Context: an optimization exercise on an open-source flow, tuned for small area. The choices shown serve that exercise and are no tape-out recipe.
Function was checked by simulation only, so behaviour that the tests miss may differ from the original.
Power and IR drop assume default switching activity.

File: design.v
module bt_i2c_engine (
    input  wire       clk,
    input  wire       rst,
    input  wire       arm,         
    input  wire       arm_rd,      
    input  wire [6:0] arm_addr,
    input  wire [4:0] arm_len,     
    output wire       can_arm,
    output wire       busy,
    output reg        err,         
    output wire [4:0] buf_idx,     
    input  wire [7:0] buf_rdata,   
    output reg        buf_we,      
    output reg  [4:0] buf_widx,
    output reg  [7:0] buf_wdata,
    output reg        cmd_valid,
    output reg  [1:0] cmd_op,
    output reg  [7:0] cmd_data,
    input  wire       ev_valid,
    input  wire [1:0] ev_type,
    input  wire [7:0] ev_data,
    output wire       ev_ready,
    input  wire       stop_done
);
    localparam CMD_START = 2'd0, CMD_TX = 2'd1, CMD_STOP = 2'd2;
    localparam EV_TXE = 2'd0, EV_RXF = 2'd1, EV_NACK = 2'd2;
    localparam S_IDLE = 2'd0, S_ADDR = 2'd1, S_XFER = 2'd2, S_COMPL = 2'd3;
    reg [1:0] state;
    reg       dir_rd;
    reg [4:0] len;
    reg [4:0] idx;
    reg       stopreq;        
    reg       stop_pending;   
    assign can_arm  = (state == S_IDLE) && !stop_pending && !cmd_valid;
    assign busy     = (state != S_IDLE);
    assign ev_ready = !cmd_valid;
    assign buf_idx  = idx;
    wire ev = ev_valid && ev_ready;
    always @(posedge clk) begin
        cmd_valid <= 1'b0;
        buf_we    <= 1'b0;
        if (rst) begin
            state        <= S_IDLE;
            dir_rd       <= 1'b0;
            len          <= 5'd0;
            idx          <= 5'd0;
            err          <= 1'b0;
            stopreq      <= 1'b0;
            stop_pending <= 1'b0;
            cmd_op       <= 2'd0;
            cmd_data     <= 8'd0;
        end else begin
            if (stop_done)
                stop_pending <= 1'b0;
            if (arm && can_arm) begin
                state     <= S_ADDR;
                dir_rd    <= arm_rd;
                len       <= arm_len;
                idx       <= 5'd0;
                err       <= 1'b0;
                stopreq   <= 1'b0;
                cmd_valid <= 1'b1;
                cmd_op    <= CMD_START;
                cmd_data  <= {arm_addr, arm_rd};
            end else if (ev && state != S_IDLE) begin
                case (ev_type)
                    EV_TXE: begin
                        if (state == S_ADDR) begin
                            if (!dir_rd) begin
                                cmd_valid <= 1'b1;
                                cmd_op    <= CMD_TX;
                                cmd_data  <= buf_rdata;
                                idx       <= idx + 5'd1;
                                state     <= (len == 5'd1) ? S_COMPL : S_XFER;
                            end else if (len == 5'd1) begin
                                cmd_valid    <= 1'b1;
                                cmd_op       <= CMD_STOP;
                                stopreq      <= 1'b1;
                                stop_pending <= 1'b1;
                                state        <= S_COMPL;
                            end else begin
                                state <= S_XFER;
                            end
                        end else if (!dir_rd && state == S_XFER) begin
                            cmd_valid <= 1'b1;
                            cmd_op    <= CMD_TX;
                            cmd_data  <= buf_rdata;
                            idx       <= idx + 5'd1;
                            if (idx + 5'd1 == len)
                                state <= S_COMPL;
                        end else if (!dir_rd && state == S_COMPL) begin
                            cmd_valid    <= 1'b1;
                            cmd_op       <= CMD_STOP;
                            stopreq      <= 1'b1;
                            stop_pending <= 1'b1;
                            state        <= S_IDLE;
                        end
                    end
                    EV_RXF: begin
                        if (dir_rd && state != S_ADDR) begin
                            buf_we    <= 1'b1;
                            buf_widx  <= idx;
                            buf_wdata <= ev_data;
                            idx       <= idx + 5'd1;
                            if (state == S_COMPL) begin
                                state <= S_IDLE;
                            end else if (len - idx == 5'd2) begin
                                cmd_valid    <= 1'b1;
                                cmd_op       <= CMD_STOP;
                                stopreq      <= 1'b1;
                                stop_pending <= 1'b1;
                                state        <= S_COMPL;
                            end
                        end
                    end
                    EV_NACK: begin
                        err <= 1'b1;
                        if (!stopreq) begin
                            cmd_valid    <= 1'b1;
                            cmd_op       <= CMD_STOP;
                            stopreq      <= 1'b1;
                            stop_pending <= 1'b1;
                        end
                        state <= S_IDLE;
                    end
                    default: ;
                endcase
            end
        end
    end
endmodule
module bt_bridge (
    input  wire       clk,
    input  wire       rst,
    input  wire       in_valid,
    input  wire [7:0] in_data,
    input  wire       in_last,
    output wire       in_ready,
    output wire       out_valid,
    output wire [7:0] out_data,
    output wire       out_last,
    input  wire       out_ready,
    input  wire       link_open,
    input  wire       link_close,
    input  wire       tick,
    input  wire [7:0] pins,
    output wire       cmd_valid,
    output wire [1:0] cmd_op,
    output wire [7:0] cmd_data,
    input  wire       ev_valid,
    input  wire [1:0] ev_type,
    input  wire [7:0] ev_data,
    output wire       ev_ready,
    input  wire       stop_done,
    output wire       idle
);
    localparam MAX_FRAME = 31;
    localparam [3:0] PIN_MASK = 4'hF;
    localparam S_RX      = 3'd0;   
    localparam S_DECODE  = 3'd1;   
    localparam S_SEL     = 3'd2;   
    localparam S_RD      = 3'd3;   
    localparam S_WR      = 3'd4;   
    localparam S_WAIT    = 3'd5;   
    localparam S_SEND    = 3'd6;   
    localparam K_GPIO = 2'd0, K_WRITE = 2'd1, K_READ = 2'd2;
    reg  [2:0] state;
    reg  [2:0] after_wait;
    reg  [7:0] rx_buf [0:MAX_FRAME-1];
    reg  [7:0] rd_buf [0:MAX_FRAME-1];
    reg  [4:0] rx_cnt;            
    reg  [7:0] ownseq;
    reg        link_up;
    reg  [3:0] gpio_last;
    reg  [1:0] kind;
    reg  [2:0] resp_op;
    reg  [7:0] resp_corr;
    reg  [7:0] resp_b0;           
    reg  [7:0] resp_b1;           
    reg  [5:0] resp_len;          
    reg  [4:0] out_idx;           
    reg        wr_err;            
    reg  [4:0] rlen;
    wire [7:0] hdr0   = rx_buf[0];
    wire [2:0] f_op   = hdr0[7:5];
    wire [4:0] f_len  = hdr0[4:0];
    wire [7:0] f_p0   = rx_buf[3];
    wire [6:0] f_addr = f_p0[6:0];
    wire [4:0] sel_len  = f_len - 5'd5;    
    wire [4:0] data_len = f_len - 5'd4;    
    reg        eng_arm;
    reg        eng_arm_rd;
    reg  [4:0] eng_arm_len;
    wire       eng_can_arm, eng_busy, eng_err;
    wire [4:0] eng_idx;
    wire       eng_we;
    wire [4:0] eng_widx;
    wire [7:0] eng_wdata;
    wire [4:0] eng_base = (kind == K_READ) ? 5'd5 : 5'd4;
    wire [7:0] eng_rdata = rx_buf[eng_base + eng_idx];
    bt_i2c_engine u_eng (
        .clk(clk), .rst(rst),
        .arm(eng_arm), .arm_rd(eng_arm_rd), .arm_addr(f_addr), .arm_len(eng_arm_len),
        .can_arm(eng_can_arm), .busy(eng_busy), .err(eng_err),
        .buf_idx(eng_idx), .buf_rdata(eng_rdata),
        .buf_we(eng_we), .buf_widx(eng_widx), .buf_wdata(eng_wdata),
        .cmd_valid(cmd_valid), .cmd_op(cmd_op), .cmd_data(cmd_data),
        .ev_valid(ev_valid), .ev_type(ev_type), .ev_data(ev_data), .ev_ready(ev_ready),
        .stop_done(stop_done)
    );
    always @(posedge clk)
        if (eng_we)
            rd_buf[eng_widx] <= eng_wdata;
    wire [5:0] pj = {1'b0, out_idx} - 6'd3;     
    reg  [7:0] tx_byte;
    always @(*) begin
        if (out_idx == 5'd0)
            tx_byte = {resp_op, resp_len[4:0] + 5'd3};
        else if (out_idx == 5'd1)
            tx_byte = ownseq;
        else if (out_idx == 5'd2)
            tx_byte = resp_corr;
        else if (pj == 6'd0)
            tx_byte = resp_b0;
        else if (pj == 6'd1)
            tx_byte = resp_b1;
        else if (kind == K_WRITE)
            tx_byte = rx_buf[out_idx - 5'd1];              
        else if (pj < {1'b0, sel_len} + 6'd2)
            tx_byte = rx_buf[out_idx];                     
        else
            tx_byte = rd_buf[pj[4:0] - 5'd2 - sel_len];    
    end
    wire [4:0] frame_last = resp_len[4:0] + 5'd2;
    assign in_ready  = (state == S_RX);
    assign idle      = (state == S_RX) && (rx_cnt == 5'd0);
    wire   send_ok   = (resp_len <= 6'd28) && link_up;
    assign out_valid = (state == S_SEND) && send_ok;
    assign out_data  = tx_byte;
    assign out_last  = (out_idx == frame_last);
    wire [3:0] pin_s = pins[3:0] & PIN_MASK;
    always @(posedge clk) begin
        eng_arm <= 1'b0;
        if (state == S_RX && in_valid && rx_cnt != MAX_FRAME[4:0])
            rx_buf[rx_cnt] <= in_data;
        if (rst) begin
            state     <= S_RX;
            after_wait<= S_RX;
            rx_cnt    <= 5'd0;
            ownseq    <= 8'd0;
            link_up   <= 1'b0;
            gpio_last <= 4'h0;
            kind      <= K_GPIO;
            resp_op   <= 3'd0;
            resp_corr <= 8'd0;
            resp_b0   <= 8'd0;
            resp_b1   <= 8'd0;
            resp_len  <= 6'd0;
            out_idx   <= 5'd0;
            wr_err    <= 1'b0;
            rlen      <= 5'd0;
            eng_arm_rd  <= 1'b0;
            eng_arm_len <= 5'd0;
        end else begin
            if (link_open)
                link_up <= 1'b1;
            if (link_close)
                link_up <= 1'b0;
            case (state)
            S_RX: begin
                if (in_valid) begin
                    if (rx_cnt != MAX_FRAME[4:0])
                        rx_cnt <= rx_cnt + 5'd1;
                    if (in_last)
                        state <= S_DECODE;
                end else if (tick && rx_cnt == 5'd0 && pin_s != gpio_last) begin
                    gpio_last <= pin_s;
                    kind      <= K_GPIO;
                    resp_op   <= 3'd1;
                    resp_corr <= 8'hFF;
                    resp_b0   <= 8'h02;
                    resp_b1   <= {4'h0, ~pin_s & PIN_MASK};
                    resp_len  <= 6'd2;
                    out_idx   <= 5'd0;
                    state     <= S_SEND;
                end
            end
            S_DECODE: begin
                rx_cnt    <= 5'd0;
                state     <= S_RX;            
                resp_corr <= rx_buf[1];
                resp_op   <= f_op;
                out_idx   <= 5'd0;
                wr_err    <= 1'b0;
                if (rx_cnt >= 5'd3 && f_len >= 5'd4 && f_len <= rx_cnt) begin
                    if (f_op == 3'd1) begin
                        kind     <= K_GPIO;
                        resp_b0  <= {3'b000, f_p0[4:0]};
                        resp_b1  <= (f_p0[4:0] == 5'd2) ? {4'h0, ~pin_s & PIN_MASK} : 8'h40;
                        resp_len <= 6'd2;
                        state    <= S_SEND;
                    end else if (f_op == 3'd0 && !f_p0[7]) begin
                        kind     <= K_WRITE;
                        resp_b0  <= {1'b0, f_addr};
                        state    <= S_WR;
                    end else if (f_op == 3'd0 && f_len >= 5'd5) begin
                        kind     <= K_READ;
                        resp_b0  <= {1'b1, f_addr};
                        rlen     <= rx_buf[4][4:0];
                        state    <= S_SEL;
                    end
                end
            end
            S_WR: begin
                if (data_len == 5'd0) begin
                    resp_b1  <= 8'h00;
                    resp_len <= 6'd2;
                    state    <= S_SEND;
                end else if (eng_can_arm) begin
                    eng_arm     <= 1'b1;
                    eng_arm_rd  <= 1'b0;
                    eng_arm_len <= data_len;
                    after_wait  <= S_WR;
                    state       <= S_WAIT;
                end
            end
            S_SEL: begin
                if (sel_len == 5'd0) begin
                    state <= S_RD;
                end else if (eng_can_arm) begin
                    eng_arm     <= 1'b1;
                    eng_arm_rd  <= 1'b0;
                    eng_arm_len <= sel_len;
                    after_wait  <= S_SEL;
                    state       <= S_WAIT;
                end
            end
            S_RD: begin
                if (rlen == 5'd0) begin
                    resp_b1  <= {1'b0, wr_err, 6'd0};
                    resp_len <= {1'b0, sel_len} + 6'd2;
                    state    <= S_SEND;
                end else if (eng_can_arm) begin
                    eng_arm     <= 1'b1;
                    eng_arm_rd  <= 1'b1;
                    eng_arm_len <= rlen;
                    after_wait  <= S_RD;
                    state       <= S_WAIT;
                end
            end
            S_WAIT: begin
                if (!eng_arm && !eng_busy) begin
                    case (after_wait)
                    S_WR: begin
                        resp_b1  <= {1'b0, eng_err, 6'd0};
                        resp_len <= {1'b0, data_len} + 6'd1 + 6'd1;
                        state    <= S_SEND;
                    end
                    S_SEL: begin
                        wr_err <= eng_err;
                        state  <= S_RD;
                    end
                    default: begin  
                        resp_b1  <= eng_err ? {2'b01, 6'd0} : {1'b0, wr_err, 1'b0, rlen};
                        resp_len <= {1'b0, sel_len} + 6'd2 + (eng_err ? 6'd0 : {1'b0, rlen});
                        state    <= S_SEND;
                    end
                    endcase
                end
            end
            S_SEND: begin
                if (!send_ok) begin
                    state <= S_RX;
                end else if (out_ready) begin
                    out_idx <= out_idx + 5'd1;
                    if (out_last) begin
                        ownseq <= (ownseq == 8'd254) ? 8'd0 : ownseq + 8'd1;
                        state  <= S_RX;
                    end
                end
            end
            default: state <= S_RX;
            endcase
        end
    end
endmodule
File: run.sh
#!/bin/bash
# synth_recipe.tcl (not shown) runs the flow's synth.tcl, then flattens the netlist and writes it again
# the make line also repeats each setting of config.mk as NAME=value (left out here)
make -C /OpenROAD-flow-scripts/flow DESIGN_CONFIG=/design/flow/config.mk WORK_HOME=/design/flow/orfs CLKGATE_MAP_FILE= SYNTH_SCRIPT=/design/flow/synth_recipe.tcl finish
File: config.mk
export PLATFORM = sky130hd
export DESIGN_NAME = bt_bridge
export DESIGN_NICKNAME = bt_bridge
export VERILOG_FILES = /design/flow/design.v
export SDC_FILE = /design/flow/constraint.sdc
export NUM_CORES = 4
export LEC_CHECK = 0
export CAP_MARGIN = 20
export CORE_MARGIN = 2
export CORE_UTILIZATION = 40
export SLEW_MARGIN = 20
File: constraint.sdc
create_clock -name core_clock -period 10.0 [get_ports {clk}]
set_input_delay 2.0000 -clock core_clock [delete_from_list [all_inputs] [get_ports {clk}]]
set_output_delay 2.0000 -clock core_clock [all_outputs]
set_load 0.01 [all_outputs]
==> flow_metrics.env <==
export IMPL_grt_pass1_wl_um=132000
export IMPL_skew_ns=0.0300
export IMPL_synth_common_cells="edfxtp_1, mux4_2, nor2_1"
export IMPL_critPathMaxFanout=26
export IMPL_grt_pass1_vias=19700
export IMPL_power_density_mw_per_mm2=233
export IMPL_layout_drive_gt1_share=0.231
export IMPL_drt_pass1_iter_count=5
export IMPL_viasPerCell=6.18
export IMPL_synth_seq_cells=624
export IMPL_timing_critical_path_buf_inv=4
export IMPL_synth_ff_type="edfxtp_1"
export IMPL_hpwlAfterDp_um=59400
export IMPL_cts_tree="built"
export IMPL_holdCritPathClass="flop to flop"
export IMPL_root_buffer="clkbuf_16"
export IMPL_yosysWarnings=2
export IMPL_post_cts_resized=0
export IMPL_r2r_setup_slack_ns=5.56
export IMPL_portBuffers=55
export IMPL_antenna_found_initial=3
export IMPL_p_leak_nw=11.3
export IMPL_vdd_ir_drop_max_mv=0.190
export IMPL_syn_inst=2084
export IMPL_postRouteAntennaNets=0
export IMPL_ys_types=86
export IMPL_tightest_slew_ns=1.14
export IMPL_max_freq_mhz=120
export IMPL_dieArea_sq_mm=0.0809
export IMPL_start_util=0.405
export IMPL_dieHeight_um=284
export IMPL_cp_required_ns=8.00
export IMPL_post_synth_top_count_cell="edfxtp_1"
export IMPL_worstPathArrival_ns=6.31
export IMPL_yosysSeqAreaShare=0.562
export IMPL_numCtsBuffers=70
export IMPL_cts_sinks=624
export IMPL_fin_crit_ns=8.31
export IMPL_rr_endpoint="u_eng.cmd_data[0]$_SDFFE_PP0P_"
export IMPL_num_rows=102
export IMPL_grt_max_degree=56
export IMPL_synth_top_area_cell="edfxtp_1"
export IMPL_tns_ns=0
export IMPL_drt_iter0_drc=2269
export IMPL_clkLatencyLatePin_ns=0.63
export IMPL_grt_overflow_total=0
export IMPL_critPathLaunchType="flop"
export IMPL_netlist_area_sq_mm=0.0315
export IMPL_slew_viol_final=0
export IMPL_crit_chain="inv_1, ha_1, inv_1, ha_1, ha_2, fa_2, buf_4, mux4_2, mux2i_1, mux2i_1, mux2i_1, o211a_1, o31ai_1, clkdlybuf4s50_1"
export IMPL_crit_family="adder cells"
export IMPL_design_area_sq_mm=0.0356
export IMPL_r2r_start="kind[1]$_SDFFE_PP0P_"
export IMPL_num_io_pins=60
export IMPL_criticalPathCategory="flop to primary output"
export IMPL_cp_end_kind="primary output"
export IMPL_setup_worst_path_end="out_data[6]"
export IMPL_slew_headroom=0.240
export IMPL_cpMaxStageDelayCell="fa_2"
export IMPL_max_cap_viol_count=0
export IMPL_finalSetupViolations=0
export IMPL_die_w_um=284
export IMPL_clock_path_buffers=3
export IMPL_post_route_period_util=0.831
export IMPL_areaGrowthSynthToFinish_pct=13.2
export IMPL_crit_path_max_incr_delay_ns=0.99
export IMPL_reg2reg_depth=9
export IMPL_placedInstanceArea_sq_mm=0.0332
export IMPL_yosys_area_top_type_share=0.494
export IMPL_ctsHoldBuffers=0
export IMPL_crit_top_cell="mux2i_1"
export IMPL_via_count=20000
export IMPL_crit_cells=14
export IMPL_finalHoldViolCount=0
export IMPL_synth_edf_count=517
export IMPL_core_region_area_sq_mm=0.0776
export IMPL_gp_congestion=0.910
export IMPL_async_flop_share=0
export IMPL_status="complete, no violations"
export IMPL_htreeDepth=3
export IMPL_grt_usage=0.219
export IMPL_rsz0062_at_grt="no"
export IMPL_drt_total_wl_um=89800
export IMPL_synthTopCellsByArea="edfxtp_1, mux4_2, dfxtp_1, mux2i_1, ha_1"
export IMPL_cts_clk_slew_worst_paths_ns=0.06
export IMPL_post_cts_buffers=0
export IMPL_syn_nets=2179
export IMPL_wl_per_cell_um=27.8
export IMPL_crit_start="rx_buf[0][1]$_DFFE_PP_"
export IMPL_avgSynthCellArea_sq_um=15.1
export IMPL_drc_errors=0
export IMPL_final_nets=2230
export IMPL_antenna_diode_count=0
-- logic make-up after synthesis --
logic type,count (synthesis),share of synthesized area
AO/OA/AOI/OAI,287,0.0609
XOR/XNOR,61,0.0179
adder cells (fa/ha/maj),60,0.0243
buffers and inverters,177,0.0257
flip-flops,624,0.562
multiplexers,370,0.233
AND/OR/NAND/NOR,505,0.0763
-- report_power, final --
part | internal (mW) | leakage, nW | switching [mW]
Clock | 1.59 | 1.17 | 1.10
Sequential | 2.88 | 5.52 | 0.106
Combinational | 1.15 | 4.62 | 1.48
-- metal layers --
layer	up-vias	GRT usage	part of all wire
met4	2	0.0797	0.036
met1	10300	0.300	0.40
met2	1055	0.348	0.47
met3	191	0.0441	0.089
met5	-	0	0.00014
li1	8423	-	-
-- placed cells by master (no fill, tap or decap), drive strengths merged, types with 17 or more instances in the layout --
| cell | netlist | final |
|---|---|---|
| nand2b | 19 | 19 |
| a21oi | 81 | 81 |
| nor2 | 179 | 179 |
| nor2b | 24 | 24 |
| mux2i | 76 | 76 |
| mux4 | 288 | 288 |
| clkbuf | 54 | 85 |
| o21ai | 69 | 69 |
| nand3b | 17 | 17 |
| clkinv | 0 | 28 |
| inv | 51 | 53 |
| xor2 | 22 | 22 |
| nor3 | 44 | 44 |
| ha | 57 | 57 |
| xnor2 | 38 | 38 |
| buf | 72 | 56 |
| dfxtp | 107 | 107 |
| edfxtp | 517 | 517 |
| nand3 | 24 | 24 |
| clkdlybuf4s50 | 0 | 49 |
| nand2 | 128 | 128 |
-- metrics by stage --
step | utilization | power, mW | hold slack (ns) | setup slack [ns] | cells
after floorplan | - | 4.89 | 0.406 | 3.21 | 2084
after global placement | 0.427 | 5.63 | 0.449 | 2.34 | 3100
after detailed placement | 0.427 | 5.65 | 0.448 | 2.32 | 3100
after CTS | 0.459 | 8.34 | 0.464 | 1.64 | 3227
after global routing | 0.459 | 8.65 | 0.482 | 1.38 | 3230
final | 0.459 | 8.31 | 0.458 | 1.69 | 3230
-- final cells by class --
class / instances / area [sq um]
fillers: 6729 / 42000
flip-flops and latches: 624 / 17700
multi-input cells: 1283 / 13100
clock buffers: 85 / 1840
well taps: 1040 / 1300
repair buffers: 105 / 907
clock inverters: 42 / 586
inverters: 51 / 191
-- worst register-to-register path, stage by stage (launching register included) --
cell and delay, ns:
dfxtp_1 0.45, nor2b_1 0.37, ha_4 0.51, buf_4 0.88
mux4_2 0.64, mux4_2 0.54, mux2i_1 0.57, nor2_1 0.11
a21oi_1 0.14, o22ai_1 0.10
-- flip-flops by register name (all words and copies together), names as in the netlist, 6 cells and up, named ones only --
| name | cells |
|---|---|
| u_eng.cmd_data | 8 |
| ownseq | 8 |
| u_eng.buf_wdata | 8 |
| resp_b0 | 7 |
| rd_buf | 248 |
| resp_len | 6 |
| resp_b1 | 6 |
| resp_corr | 8 |
| rx_buf | 256 |
-- worst min-delay path by stage --
stage	startpoint	endpoint	cells past startpoint
final	eng_arm_len[1]$_SDFFE_PP0P_	u_eng.len[1]$_SDFFE_PP0P_	2
after global routing	eng_arm_len[1]$_SDFFE_PP0P_	u_eng.len[1]$_SDFFE_PP0P_	2
after CTS	eng_arm_len[3]$_SDFFE_PP0P_	u_eng.len[3]$_SDFFE_PP0P_	2
after detailed placement	eng_arm_len[1]$_SDFFE_PP0P_	u_eng.len[1]$_SDFFE_PP0P_	2
after global placement	u_eng.len[0]$_SDFFE_PP0P_	u_eng.len[0]$_SDFFE_PP0P_	2
after floorplan	u_eng.idx[3]$_SDFFE_PP0P_	u_eng.buf_widx[3]$_DFFE_PP_	0

static timing again, ports no longer ideal:
No port has a modelled driver above. Below, the same layout with a new extraction and two added sets of constraints.
Step 1 (the two cells are an assumption about what drives the block):
set clk [get_ports {clk}]
set_driving_cell -lib_cell sky130_fd_sc_hd__clkbuf_16 $clk
set_driving_cell -lib_cell sky130_fd_sc_hd__buf_2 [delete_from_list [all_inputs] $clk]
Step 2, shift: input delay + t, output delay - t, t = (earliest + latest rising clock arrival at the registers) / 2. This alone moves slack from input paths to output paths.
Three values: ideal ports, drivers, drivers and shift; two values: the first two.
t (ns): 0.684
setup WS [ns]: 1.688 / 1.614 / 2.298
hold WS [ns]: 0.458 / 0.458 / 0.458
worst setup path after step 2: register to output
slew at the worst register clock pin (ns): 0.06 / 0.06
After both steps setup and hold are still met in this run. For this run, drivers alone change the setup slack by -0.074 ns; drivers and shift together by +0.610 ns.
